Background: an optimization exercise with open tools, aiming at small area, a short achievable clock period and few clock cycles. Do not read the settings as production practice. Where RTL was checked, it was by simulation tests only, not by an equivalence proof against the original. Power and IR drop assume default switching activity.

## the reference run
## hall_engine
module hall_engine (
    input  wire        clk,
    input  wire        rst,
    input  wire        ev_valid,
    input  wire [1:0]  ev_kind,       
    input  wire [31:0] ev_cmd,
    output wire        ev_ready,
    output reg         rsp_valid,
    output wire [31:0] rsp_result,
    output wire [7:0]  rsp_status,
    output wire        bus_valid,
    output reg         bus_write,
    output reg  [7:0]  bus_addr,
    output reg  [7:0]  bus_wdata,
    output wire [4:0]  bus_len,
    input  wire        bus_ready,
    input  wire        bus_ack,
    input  wire [23:0] bus_rdata,
    output wire        irq_request,
    input  wire        irq_grant,
    output reg         irq_release,
    output reg         sched_valid,
    output wire [15:0] sched_ms,
    output reg         cancel_valid,
    output reg         pub_valid,
    output wire [1:0]  pub_zone,
    output reg         log_valid,
    output wire [2:0]  log_code,
    output reg         alive,
    output reg         dead
);
Size: roughly 2300 cells after synthesis, roughly 0.018 mm^2 of cells after synthesis.
clock: 10.0 ns
lec_check: 0
cap_margin: 20
core_margin: 2
core_utilization: 40
slew_margin: 20
standard.sh (not shown) runs the stock make flow with config.mk's settings and CLKGATE_MAP_FILE= SYNTH_SCRIPT=/design/flow/synth_recipe.tcl, a recipe that flattens the netlist after the stock synthesis.
==> flow/flow/run.sh <==
#!/bin/bash
# Layout: the standard flow (standard synthesis unchanged) with plain buffers on the
# ports and a larger setup margin for the resizer's timing repair. Each step's output goes
# to a log of its own.
set -euo pipefail
bash standard.sh synth > synth.log 2>&1
bash standard.sh finish SETUP_SLACK_MARGIN=6.5 "BUFFER_PORTS_ARGS=-buffer_cell sky130_fd_sc_hd__buf_1" > layout.log 2>&1
> inputs changed (the reference run -> the trial run)
--- a/flow/design.v
+++ b/flow/design.v
@@ -385,13 +385,13 @@
             state <= ns;
         end
     endtask
     task sp_end;
         begin
             if (enabled && !det_int) begin
-                sched_valid <= 1'b1; pending <= 1'b1;
+                sched_valid <= 1'b1; sched_zero <= 1'b0; pending <= 1'b1;
             end
             if (op == OP_ENABLE) enabled <= 1'b1;
             finish(FR_ZERO, ST_OK);
         end
     endtask
     task start_di;
@@ -491,13 +491,13 @@
                     end
                 end
                 K_SETDLY: begin
                     delay <= p_dly;
                     if (enabled && !det_int) begin
                         cancel_valid <= 1'b1;
-                        sched_valid <= 1'b1; pending <= 1'b1;
+                        sched_valid <= 1'b1; sched_zero <= 1'b0; pending <= 1'b1;
                     end
                     finish(FR_CMD, c_st);
                 end
                 K_SETDBG: begin debug <= pd_a[0]; finish(FR_CMD, c_st); end
                 K_SETTH: begin th <= pd_imm; finish(FR_CMD, c_st); end
                 K_SETTL: begin tl <= pd_imm; finish(FR_CMD, c_st); end
@@ -569,13 +569,12 @@
             log_valid     <= 1'b0;
             alive         <= 1'b0;
             dead          <= 1'b0;
         end else begin
             iss_c = 1'b0; rq_c = RQ_SRST; fin_c = 1'b0; fr_c = FR_ZERO; fst_c = ST_OK;
             rsp_valid    <= 1'b0;
-            sched_zero   <= 1'b0;
             irq_release  <= 1'b0;
             sched_valid  <= 1'b0;
             cancel_valid <= 1'b0;
             pub_valid    <= 1'b0;
             log_valid    <= 1'b0;
             irq_req      <= 1'b0;
@@ -638,13 +637,13 @@
             S_MS: if (bus_ready) begin
                 if (!ok) finish(FR_ZERO, ST_TRANSPORT);
                 else if (det_int && !irq_attached) begin
                     irq_req <= 1'b1; state <= S_IRQ;
                 end else if (op == OP_ENABLE) begin
                     if (!det_int) begin
-                        sched_valid <= 1'b1; pending <= 1'b1;
+                        sched_valid <= 1'b1; sched_zero <= 1'b0; pending <= 1'b1;
                         enabled <= 1'b1;
                         finish(FR_ZERO, ST_OK);
                     end else issue(RQ_SAMP, S_SPRD);
                 end else finish(FR_ZERO, ST_OK);
             end
             S_IRQ: begin
Findings:
- Critical-path cell with the highest stage delay = a2111oi_4: the trial run; critical-path cell with the highest stage delay = a2111oi_0: the reference run
- From the reference run to the trial run the numbers moved as follows: initial core utilization saw little to no change; layout overhead on the synthesized area flat; vias after detailed routing fell by 1.5%.
- On the trial run: post-route clock period utilization is 0.72 points lower than what the reference run gave.
- From the reference run to the trial run the numbers moved as follows: xor-xnor portion of the synthesized cell area saw little to no change, inverter count saw an increase.
Testbench counts of the trial run, summed over its fixed seeds: cycles 11,798.
No functional check of the RTL was part of the reference run.

---

Starting RTL as in the previous note.
Settings: LEC_CHECK=0, CAP_MARGIN=20, CORE_MARGIN=2, CORE_UTILIZATION=40, SLEW_MARGIN=20; clock period 10.0 ns.
==> flow/flow/run.sh <==
#!/bin/bash
# Layout: the standard flow (standard synthesis unchanged) with plain buffers on the
# ports and a larger setup margin for the resizer's timing repair. Each step's output goes
# to a log of its own.
set -euo pipefail
bash standard.sh synth > synth.log 2>&1
bash standard.sh finish SETUP_SLACK_MARGIN=6.5 "BUFFER_PORTS_ARGS=-buffer_cell sky130_fd_sc_hd__buf_4" > layout.log 2>&1
The baseline passed the timing, design-rule and antenna checks.
==> next run, changes <==
--- a/flow/design.v
+++ b/flow/design.v
@@ -382,19 +382,19 @@
         input [4:0] ns;
         begin
             iss_c = 1'b1; rq_c = code;
             state <= ns;
         end
     endtask
     task sp_end;
         begin
             if (enabled && !det_int) begin
-                sched_valid <= 1'b1; pending <= 1'b1;
+                sched_valid <= 1'b1; sched_zero <= 1'b0; pending <= 1'b1;
             end
             if (op == OP_ENABLE) enabled <= 1'b1;
             finish(FR_ZERO, ST_OK);
         end
     endtask
     task start_di;
         begin
             if (type_chg) issue(RQ_TYPE, S_DTYPE);
             else begin
@@ -488,19 +488,19 @@
                         if (irq_attached) begin irq_release <= 1'b1; irq_attached <= 1'b0; end
                         op <= OP_DISABLE;
                         issue(RQ_PD, S_W1);
                     end
                 end
                 K_SETDLY: begin
                     delay <= p_dly;
                     if (enabled && !det_int) begin
                         cancel_valid <= 1'b1;
-                        sched_valid <= 1'b1; pending <= 1'b1;
+                        sched_valid <= 1'b1; sched_zero <= 1'b0; pending <= 1'b1;
                     end
                     finish(FR_CMD, c_st);
                 end
                 K_SETDBG: begin debug <= pd_a[0]; finish(FR_CMD, c_st); end
                 K_SETTH: begin th <= pd_imm; finish(FR_CMD, c_st); end
                 K_SETTL: begin tl <= pd_imm; finish(FR_CMD, c_st); end
                 K_SETPOL: begin pol <= pd_imm; finish(FR_CMD, c_st); end
                 K_CAL: begin
                     s_intsrs <= {intsrs[7], intsrs[2:0]}; s_opf <= opf[4:2]; s_was <= irq_attached;
@@ -566,19 +566,18 @@
             sched_valid   <= 1'b0;
             cancel_valid  <= 1'b0;
             pub_valid     <= 1'b0;
             log_valid     <= 1'b0;
             alive         <= 1'b0;
             dead          <= 1'b0;
         end else begin
             iss_c = 1'b0; rq_c = RQ_SRST; fin_c = 1'b0; fr_c = FR_ZERO; fst_c = ST_OK;
             rsp_valid    <= 1'b0;
-            sched_zero   <= 1'b0;
             irq_release  <= 1'b0;
             sched_valid  <= 1'b0;
             cancel_valid <= 1'b0;
             pub_valid    <= 1'b0;
             log_valid    <= 1'b0;
             irq_req      <= 1'b0;
             pd_valid <= ev_valid & ~rdy;
             if (bus_done) begin
                 breq <= 1'b0;
@@ -635,19 +634,19 @@
                     default:    finish(FR_ZERO, ok ? ST_OK : ST_TRANSPORT);
                 endcase
             end
             S_MS: if (bus_ready) begin
                 if (!ok) finish(FR_ZERO, ST_TRANSPORT);
                 else if (det_int && !irq_attached) begin
                     irq_req <= 1'b1; state <= S_IRQ;
                 end else if (op == OP_ENABLE) begin
                     if (!det_int) begin
-                        sched_valid <= 1'b1; pending <= 1'b1;
+                        sched_valid <= 1'b1; sched_zero <= 1'b0; pending <= 1'b1;
                         enabled <= 1'b1;
                         finish(FR_ZERO, ST_OK);
                     end else issue(RQ_SAMP, S_SPRD);
                 end else finish(FR_ZERO, ST_OK);
             end
             S_IRQ: begin
                 if (irq_grant) irq_attached <= 1'b1;
                 if (op == OP_ENABLE && irq_grant) issue(RQ_SAMP, S_SPRD);
                 else finish(FR_ZERO, irq_grant ? ST_OK : ST_IRQATTACH);
The changed run ran to the end with no violations.
Via count is lower by 1.0%.
Power is lower by 11%.
Clock skew stays flat.
Cell count fell by 0.60%.
Clock-buffer cell count came out lower by 1.
Wire length fell by 1.6%.
First-iteration DRC count went down by 21%.
Area after synthesis barely changes.
Testbench counts after the change, summed over its fixed seeds: cycles 11,798.
For the first run of this note, only the layout was checked, not whether the RTL still works.

[what the ideal ports hide]
In the flow no input, the clock included, has a driving cell. The finished layouts below were timed again as built, in two steps.
Step 1 assumes that a clkbuf_16 drives the clock port and a buf_2 every other input.
Step 2, shift: input delay + t, output delay - t, t = (earliest + latest rising clock arrival at the registers) / 2. This alone moves slack from input paths to output paths.
Slacks: ideal / step 1 / step 2; pairs: ideal / step 1.
run | t, ns | setup WS [ns] | worst setup path at the end | worst slew at a driven data input, ns | pins driven straight from the clock port
the reference run | 0.627 | 6.370 / 6.368 / 5.741 | input to register | 0.08 | 1
the trial run | 0.637 | 6.442 / 6.395 / 5.814 | input to register | 0.07 | 1
the first run of note 2 | 0.637 | 6.480 / 6.501 / 5.864 | input to register | 0.05 | 1
the second run of note 2 | 0.632 | 6.416 / 6.362 / 5.917 | input to register | 0.17 | 1
After both steps setup and hold are still met in every run listed. The setup slack of the reference run, which loses most, moves by -0.002 ns with the drivers and by -0.629 ns with both steps.
